This design comes from an exercise in tuning for small area, a short achievable clock period and few clock cycles on the open sky130 flow, not from production work.
Function was checked by simulation only, so behaviour that the tests miss may differ from the original.

Setup of JK:
Design robo_math, start of the top module:
module robo_math (
    input  wire        clk,
    input  wire        rst,           
    input  wire        cmd_valid,
    output wire        cmd_ready,
    input  wire [31:0] cmd_header,
    input  wire [31:0] cmd_arg0,
    input  wire [31:0] cmd_arg1,
    output wire        rsp_valid,
    input  wire        rsp_ready,
    output wire [7:0]  rsp_status,
    output wire [31:0] rsp_data0,
    output wire [31:0] rsp_data1
);
Size in the first run: about 5400 cells after synthesis, roughly 280 flip-flops, ~170 I/O pins.
==> flow/config.mk <==
export PLATFORM = sky130hd
export DESIGN_NAME = robo_math
export DESIGN_NICKNAME = robo_math
export VERILOG_FILES = /design/flow/design.v
export SDC_FILE = /design/flow/constraint.sdc
export NUM_CORES = 4
export LEC_CHECK = 0
export CAP_MARGIN = 20
export CORE_MARGIN = 2
export CORE_UTILIZATION = 40
export PLACE_DENSITY = 0.6
export SETUP_SLACK_MARGIN = 5
export SLEW_MARGIN = 20
export TNS_END_PERCENT = 5
==> flow/constraint.sdc <==
create_clock -name core_clock -period 11.0 [get_ports {clk}]
set_input_delay 2.2000 -clock core_clock [delete_from_list [all_inputs] [get_ports {clk}]]
set_output_delay 2.2000 -clock core_clock [all_outputs]
set_load 0.01 [all_outputs]
run.sh (not shown) runs the stock make flow with config.mk's settings and CLKGATE_MAP_FILE= SYNTH_SCRIPT=/design/flow/synth_recipe.tcl, a recipe that flattens the netlist after the stock synthesis.
Testbench counts of JK, summed over its fixed seeds: cycles 17,316.
Inputs modified between JK and MS:
--- a/flow/design.v
+++ b/flow/design.v
@@ -202,32 +202,26 @@
     end
     wire [58:0] w_sum  = rem_r + car_r;
     wire        w_neg  = w_sum[58];
     wire [58:0] z0_x   = rem_r ^ car_r;
     wire [58:0] z0_o   = {(rem_r[57:0] | car_r[57:0]), 1'b0};
     wire        w_zero = (z0_x == z0_o);
     wire [NDIG-1:0] dq_p = data0_r[NDIG-1:0];
-    wire [NDIG-1:0] dq_m = data1_r[NDIG-1:0];
-    wire        dp_hi   = dq_p[26];
-    wire [23:0] dp_mant = dp_hi ? dq_p[26:3] : dq_p[25:2];
-    wire        dp_g    = dp_hi ? dq_p[2] : dq_p[1];
-    wire        dp_s    = (dp_hi ? |dq_p[1:0] : dq_p[0]) | ~w_zero;
-    wire [24:0] dp_rnd  = {1'b0, dp_mant} + {24'd0, dp_g & (dp_s | dp_mant[0])};
-    wire        dm_hi   = dq_m[26];
-    wire [23:0] dm_mant = dm_hi ? dq_m[26:3] : dq_m[25:2];
-    wire        dm_g    = dm_hi ? dq_m[2] : dq_m[1];
-    wire [24:0] dm_rnd  = {1'b0, dm_mant} + {24'd0, dm_g};
+    wire        d_h2    = dq_p[27];
+    wire        d_hi    = dq_p[26];
+    wire [23:0] d_mant  = d_h2 ? dq_p[27:4] : d_hi ? dq_p[26:3] : dq_p[25:2];
+    wire        d_g     = d_h2 ? dq_p[3] : d_hi ? dq_p[2] : dq_p[1];
+    wire        d_low   = d_h2 ? |dq_p[2:0] : d_hi ? |dq_p[1:0] : dq_p[0];
+    wire        d_up    = d_g & (d_low | ~w_zero | d_mant[0]) & ~(w_neg & ~d_low);
+    wire [24:0] d_rnd   = {1'b0, d_mant} + {24'd0, d_up};
     wire [7:0]  d_e0    = exp_r;
     wire [7:0]  d_e1    = exp_r + 8'd1;
     wire [7:0]  d_e2    = exp_r + 8'd2;
-    wire [1:0]  dp_inc  = {1'b0, dp_hi} + {1'b0, dp_rnd[24]};
-    wire [1:0]  dm_inc  = {1'b0, dm_hi} + {1'b0, dm_rnd[24]};
-    wire [31:0] dp_res  = {1'b0, dp_inc[1] ? d_e2 : dp_inc[0] ? d_e1 : d_e0, dp_rnd[22:0]};
-    wire [31:0] dm_res  = {1'b0, dm_inc[1] ? d_e2 : dm_inc[0] ? d_e1 : d_e0, dm_rnd[22:0]};
-    wire [31:0] d_result = w_neg ? dm_res : dp_res;
+    wire [1:0]  d_inc   = d_h2 ? 2'd2 : {1'b0, d_hi} + {1'b0, d_rnd[24]};
+    wire [31:0] d_result = {1'b0, d_inc[1] ? d_e2 : d_inc[0] ? d_e1 : d_e0, d_rnd[22:0]};
     always @(posedge clk) begin
         if (rst) begin
             state       <= S_IDLE;
             rsp_valid_r <= 1'b0;
             s0_v        <= 1'b0;
         end else begin
             if (rsp_valid_r & rsp_ready)
==> run summary <==
[compare] base=JK new=MS: met1 track demand over resource in global routing +1.8 points; met3 track utilization from global routing -3.5 points.
JK reports its most common cell after layout, fill and taps aside as sky130_fd_sc_hd__nand2_1 while MS reports sky130_fd_sc_hd__o21ai_0.
MS vs. JK: core box area lower, worst setup slack -92 ps, routed wire length saw a decrease, instance count after placement with tap cells included shrank by 346, worst hold slack moved up.
Testbench counts of MS, summed over its fixed seeds: cycles 17,316.

robo_math, a different RTL version from the one above (not shown whole).
Size in the first run: roughly 5200 cells after synthesis, ~280 flip-flops, about 170 I/O pins, about 42000 sq um of cells after synthesis.
clock: 11.0 ns
lec_check: 0
cap_margin: 20
core_margin: 2
core_utilization: 40
place_density: 0.6
setup_slack_margin: 5
slew_margin: 20
The first run went through all stages and came out clean.
Testbench counts at the start, summed over its fixed seeds: cycles 17,316.
Next try:
--- a/flow/design.v
+++ b/flow/design.v
@@ -97,28 +97,24 @@
     wire        f15_c  = fa15_r & (f15_lo >= 4'd7);
     assign f_d = fk15_r ? (fh2_r + {2'd0, f15_c}) : {2'd0, fd1_r};
     wire [31:0] fn  = nrm_out;
     wire [16:0] f_h = (wsel_r == 2'd0) ? fn[31:15] : (wsel_r == 2'd1) ? {8'd0, fn[31:23]} : 17'd1;
     wire [32:0] f_a0 = {1'b0, fn} + {16'd0, f_h};
     wire [32:0] f_a = car_r[32:0];
     wire [23:0] f_u0 = f_a[32:9];
     wire [23:0] f_u1 = f_a[32:9] + 24'd1;
-    wire [3:0]  f_lo3 = {1'b0, f_a[2:0]} + {1'b0, fd_r};
-    wire        f_c7  = (&f_a[6:3]) & f_lo3[3];
-    wire [1:0]  f_t   = f_a[8:7];
-    wire        f_cs  = (f_t == 2'd3) & f_c7;
-    wire        f_c0  = (f_t == 2'd3) | ((f_t == 2'd2) & f_c7);
-    wire        f_c1  = f_t[1] | (f_t[0] & f_c7);
-    wire [1:0]  f_t0  = f_t + {1'b0, f_c7} + 2'd1;                  
-    wire [23:0] f_s_hi  = f_cs ? f_u1 : f_u0;                       
-    wire [23:0] f_r0_hi = f_c0 ? f_u1 : f_u0;                       
-    wire [23:0] f_r1_hi = f_c1 ? f_u1 : f_u0;                       
+    wire [9:0]  f_ls = {1'b0, f_a[8:0]} + {7'd0, fd_r};             
+    wire [9:0]  f_l0 = {1'b0, f_a[8:0]} + {7'd0, fd_r} + 10'd128;   
+    wire [9:0]  f_l1 = {1'b0, f_a[8:0]} + {7'd0, fd_r} + 10'd256;   
+    wire [23:0] f_s_hi  = f_ls[9] ? f_u1 : f_u0;                    
+    wire [23:0] f_r0_hi = f_l0[9] ? f_u1 : f_u0;                    
+    wire [23:0] f_r1_hi = f_l1[9] ? f_u1 : f_u0;                    
     wire        f_hi = f_s_hi[23];
-    wire [22:0] f_frac = f_hi ? f_r1_hi[22:0] : {f_r0_hi[21:0], f_t0[1]};
+    wire [22:0] f_frac = f_hi ? f_r1_hi[22:0] : {f_r0_hi[21:0], f_l0[8]};
     wire        f_inc  = f_hi | f_r0_hi[23];
     wire [7:0]  f_exp1 = exp_r + 8'd1;
     wire [31:0] f_result = {fsign_r, f_inc ? f_exp1 : exp_r, f_frac};
     wire [7:0]  f_exp0   = ((wsel_r == 2'd0) ? 8'd143 : (wsel_r == 2'd1) ? 8'd135 : 8'd127) - {3'd0, nrm_lz};
     reg         sign_r;
     wire [33:0] mul_sum  = {2'b00, den_r[55:24]} +
                            {2'b00, data0_r[0] ? data1_r : 32'd0} +
                            {1'b0, data0_r[1] ? {data1_r, 1'b0} : 33'd0};
Effect: The changed run passed the timing, design-rule and antenna checks; synthesized area stays flat; worst setup slack gets worse by 0.010 ns; maximum frequency stays flat; cell area decreases by 3.7%; sequential share of layout area grows by 0.60 points; global-route usage is lower by 4.5 points; wire length fell by 9.6%; final cell count goes down by 3.4%.
Testbench counts after the change, summed over its fixed seeds: cycles 17,316.

## job 8921
robo_math, a different RTL version from the one above (not shown whole).
Size: about 5,500 cells after synthesis, roughly 170 I/O pins, roughly 45,000 um^2 of cells after synthesis.
make LEC_CHECK=0 CAP_MARGIN=20 CORE_MARGIN=2 CORE_UTILIZATION=40 PLACE_DENSITY=0.6 SETUP_SLACK_MARGIN=5 SLEW_MARGIN=20 TNS_END_PERCENT=5 finish   # period 11.0 ns
Testbench counts of job 8921, summed over its fixed seeds: cycles 16,037.
diff inputs: job 8921 => job 5951
--- a/flow/design.v
+++ b/flow/design.v
@@ -112,34 +112,23 @@
     wire [23:0] f_r1_hi = f_l1[9] ? f_u1 : f_u0;                    
     wire        f_hi = f_s_hi[23];
     wire [22:0] f_frac = f_hi ? f_r1_hi[22:0] : {f_r0_hi[21:0], f_l0[8]};
     wire        f_inc  = f_hi | f_r0_hi[23];
     wire [7:0]  f_exp1 = exp_r + 8'd1;
     wire [31:0] f_result = {fsign_r, f_inc ? f_exp1 : exp_r, f_frac};
     wire [7:0]  f_exp0   = ((wsel_r == 2'd0) ? 8'd143 : (wsel_r == 2'd1) ? 8'd135 : 8'd127) - {3'd0, nrm_lz};
     reg         sign_r;
-    wire [35:0] mul_sum  = {4'd0, den_r[55:24]} +
-                           {4'd0, data0_r[0] ? data1_r : 32'd0} +
-                           {3'd0, data0_r[1] ? {data1_r, 1'b0} : 33'd0} +
-                           {2'd0, data0_r[2] ? {data1_r, 2'b0} : 34'd0} +
-                           {1'd0, data0_r[3] ? {data1_r, 3'b0} : 35'd0};
-    wire [55:0] mul_p    = {mul_sum, den_r[23:4]};
-    wire        mul_last = (data0_r[23:4] == 20'd0);
-    wire [55:0] mul_pn   = mul_p[55] ? mul_p : {mul_p[54:0], 1'b0};
-    wire [1:0]  mul_sh   = {1'b0, ~mul_p[55]};
-    wire [23:0] a_in = den_r[55:32];
-    reg  [1:0]  a_t;
-    integer ia;
-    always @(*) begin
-        a_t = 2'd0;
-        for (ia = 0; ia < 24; ia = ia + 1)
-            if (a_in[ia]) a_t = 2'd3 - ia[1:0];
-    end
-    wire [23:0] a_sh = a_in << a_t;
+    wire [33:0] mul_sum  = {2'b00, den_r[55:24]} +
+                           {2'b00, data0_r[0] ? data1_r : 32'd0} +
+                           {1'b0, data0_r[1] ? {data1_r, 1'b0} : 33'd0};
+    wire [55:0] mul_p    = {mul_sum, den_r[23:2]};
+    wire        mul_last = (data0_r[23:2] == 22'd0);
+    wire [55:0] mul_pn   = mul_p[55] ? mul_p : mul_p[54] ? {mul_p[54:0], 1'b0} : {mul_p[53:0], 2'b00};
+    wire [1:0]  mul_sh   = mul_p[55] ? 2'd0 : mul_p[54] ? 2'd1 : 2'd2;
     wire [58:0] dx1 = {3'b000, den_r};
     wire [58:0] dx2 = {2'b00, den_r, 1'b0};
     reg  signed [7:0] m2, m1, m0, mn1;    
     always @(*) begin
         case (den_r[54:52])
             3'd0: begin m2 = 8'sd12; m1 = 8'sd3; m0 = -8'sd4; mn1 = -8'sd13; end
             3'd1: begin m2 = 8'sd14; m1 = 8'sd4; m0 = -8'sd5; mn1 = -8'sd15; end
             3'd2: begin m2 = 8'sd15; m1 = 8'sd4; m0 = -8'sd5; mn1 = -8'sd16; end
@@ -250,20 +239,20 @@
                             fs1_r   <= g15_s1[2:0];
                             fd1_r   <= (wsel_r == 2'd1) ? g23_d : g31_d;
                             fsign_r <= sign_r;
                             exp_r   <= f_exp0;
                             state   <= S_FLT;
                             s0_v    <= 1'b0;
                         end else if (s0_div) begin
                             if (out_free) begin
-                                data0_r <= {8'd0, a_sh};
+                                data0_r <= {8'd0, den_r[55:32]};
                                 data1_r <= nrm_out;
                                 rem_r   <= {27'd0, c_a1};
-                                exp_r   <= 8'd126 + {3'd0, nrm_lz} + {6'd0, a_t};
+                                exp_r   <= 8'd126 + {3'd0, nrm_lz};
                                 den_r   <= 56'd0;
                                 first_r <= 1'b1;
                                 state   <= S_MUL;
                                 s0_v    <= 1'b0;
                             end
                         end else if (out_free) begin
                             err_r       <= s0_err;
                             earg_r      <= s0_earg;
@@ -292,21 +281,21 @@
                             s0_v    <= 1'b0;
                         end else begin
                             state   <= S_IDLE;
                         end
                     end
                 end
                 S_MUL: begin
                     den_r   <= mul_p;
-                    data0_r <= {4'd0, data0_r[31:4]};
+                    data0_r <= {2'b00, data0_r[31:2]};
                     first_r <= 1'b0;
                     if (first_r)
                         rem_r <= {5'd0, nrm_out, 22'd0};    
-                    exp_r <= exp_r - 8'd4 - (first_r ? {3'd0, nrm_lz} : 8'd0);
+                    exp_r <= exp_r - 8'd2 - (first_r ? {3'd0, nrm_lz} : 8'd0);
                     if (mul_last) begin
                         sh_r    <= mul_sh;
                         den_r   <= mul_pn;
                         car_r   <= 59'd0;
                         data0_r <= 32'd0;
                         data1_r <= 32'hFFFFFFFF;
                         cnt_r   <= DCYC - 1;
                         state   <= S_DIV;
- Between job 5951 and job 8921, the post-detailed-route via-to-cell ratio figures differ only marginally.
- [compare] base=job 8921 new=job 5951: relative area change from synthesis to final layout shows an increase of 0.94 points; fraction of final layout cells with drive strength greater than 1 decreased 0.28 points.
- NOTE: sum of met2 wire segment lengths after detailed routing in job 5951 falls short of that of job 8921
- From job 8921 to job 5951 the numbers moved as follows: number of resized instances in the post-cts repair step +21; core area moved down; non-clock buffer count dropped 37; design area dropped 6.1%.
- Comparing job 5951 and job 8921, final critical-path required period is higher on job 8921.
- Looking at critical path depth in cells, job 5951 sits 1 higher than job 8921 does.
Testbench counts of job 5951, summed over its fixed seeds: cycles 17,316.

robo_math, a different RTL version from the one above (not shown whole).
Size in the first run: about 280 flip-flops, ~170 I/O pins, ~44000 um2 of cells after synthesis.
Settings: LEC_CHECK=0, CAP_MARGIN=20, CORE_MARGIN=2, CORE_UTILIZATION=40, PLACE_DENSITY=0.6, SETUP_SLACK_MARGIN=5, SLEW_MARGIN=20, TNS_END_PERCENT=5; clock period 11.0 ns.
The first run went through all stages and came out clean.
Testbench counts at the start, summed over its fixed seeds: cycles 16,037.
Then changed:
--- a/flow/design.v
+++ b/flow/design.v
@@ -97,28 +97,24 @@
     wire        f15_c  = fa15_r & (f15_lo >= 4'd7);
     assign f_d = fk15_r ? (fh2_r + {2'd0, f15_c}) : {2'd0, fd1_r};
     wire [31:0] fn  = nrm_out;
     wire [16:0] f_h = (wsel_r == 2'd0) ? fn[31:15] : (wsel_r == 2'd1) ? {8'd0, fn[31:23]} : 17'd1;
     wire [32:0] f_a0 = {1'b0, fn} + {16'd0, f_h};
     wire [32:0] f_a = car_r[32:0];
     wire [23:0] f_u0 = f_a[32:9];
     wire [23:0] f_u1 = f_a[32:9] + 24'd1;
-    wire [3:0]  f_lo3 = {1'b0, f_a[2:0]} + {1'b0, fd_r};
-    wire        f_c7  = (&f_a[6:3]) & f_lo3[3];
-    wire [1:0]  f_t   = f_a[8:7];
-    wire        f_cs  = (f_t == 2'd3) & f_c7;
-    wire        f_c0  = (f_t == 2'd3) | ((f_t == 2'd2) & f_c7);
-    wire        f_c1  = f_t[1] | (f_t[0] & f_c7);
-    wire [1:0]  f_t0  = f_t + {1'b0, f_c7} + 2'd1;                  
-    wire [23:0] f_s_hi  = f_cs ? f_u1 : f_u0;                       
-    wire [23:0] f_r0_hi = f_c0 ? f_u1 : f_u0;                       
-    wire [23:0] f_r1_hi = f_c1 ? f_u1 : f_u0;                       
+    wire [9:0]  f_ls = {1'b0, f_a[8:0]} + {7'd0, fd_r};             
+    wire [9:0]  f_l0 = {1'b0, f_a[8:0]} + {7'd0, fd_r} + 10'd128;   
+    wire [9:0]  f_l1 = {1'b0, f_a[8:0]} + {7'd0, fd_r} + 10'd256;   
+    wire [23:0] f_s_hi  = f_ls[9] ? f_u1 : f_u0;                    
+    wire [23:0] f_r0_hi = f_l0[9] ? f_u1 : f_u0;                    
+    wire [23:0] f_r1_hi = f_l1[9] ? f_u1 : f_u0;                    
     wire        f_hi = f_s_hi[23];
-    wire [22:0] f_frac = f_hi ? f_r1_hi[22:0] : {f_r0_hi[21:0], f_t0[1]};
+    wire [22:0] f_frac = f_hi ? f_r1_hi[22:0] : {f_r0_hi[21:0], f_l0[8]};
     wire        f_inc  = f_hi | f_r0_hi[23];
     wire [7:0]  f_exp1 = exp_r + 8'd1;
     wire [31:0] f_result = {fsign_r, f_inc ? f_exp1 : exp_r, f_frac};
     wire [7:0]  f_exp0   = ((wsel_r == 2'd0) ? 8'd143 : (wsel_r == 2'd1) ? 8'd135 : 8'd127) - {3'd0, nrm_lz};
     reg         sign_r;
     wire [35:0] mul_sum  = {4'd0, den_r[55:24]} +
                            {4'd0, data0_r[0] ? data1_r : 32'd0} +
                            {3'd0, data0_r[1] ? {data1_r, 1'b0} : 33'd0} +
Result: Critical path depth shrinks by 14; synthesized cell count grows by 1.9%; design area shrinks by 2.4%; setup slack gets worse by 0.044 ns; final cell count hardly moves.
Testbench counts after the change, summed over its fixed seeds: cycles 16,037.

-- static timing again, ports no longer ideal --
How much do the figures lean on ideal ports? The routed layouts below were timed once more, with nothing changed but the port constraints. Step 1: set_driving_cell puts a clkbuf_16 on clk and a buf_2 on each other input, an assumption about the parent block. Step 2 times the ports against the registers' clock, not the clock port: input delays grow and output delays shrink by t, the midpoint of the rising clock arrivals with the driver on. Slacks: no drivers / after step 1 / after step 2; pairs: no drivers / after step 1.
| run | t (ns) | slack for setup (ns) | hold WS [ns] | cell pins on the clock port's net |
|---|---|---|---|---|
| JK | 0.683 | 4.719 / 4.772 / 4.089 | 0.472 / 0.472 / 0.472 | 1 |
| MS | 0.675 | 4.627 / 4.627 / 4.043 | 0.588 / 0.588 / 0.588 | 1 |
| the first run of note 2 | 0.732 | 4.747 / 4.747 / 4.311 | 0.418 / 0.418 / 0.418 | 1 |
| the second run of note 2 | 0.675 | 4.737 / 4.737 / 4.486 | 0.590 / 0.590 / 0.590 | 1 |
| job 8921 | 0.698 | 4.437 / 4.437 / 3.947 | 0.452 / 0.452 / 0.452 | 1 |
| job 5951 | 0.663 | 4.748 / 4.748 / 4.183 | 0.526 / 0.526 / 0.526 | 1 |
| the first run of note 4 | 0.706 | 4.536 / 4.536 / 3.884 | 0.444 / 0.444 / 0.444 | 1 |
| the second run of note 4 | 0.664 | 4.492 / 4.536 / 3.872 | 0.410 / 0.410 / 0.410 | 1 |
After both steps every run listed still meets setup and hold. The setup slack of the first run of note 4, which loses most, moves by 0.000 ns with the drivers and by -0.652 ns with both steps.
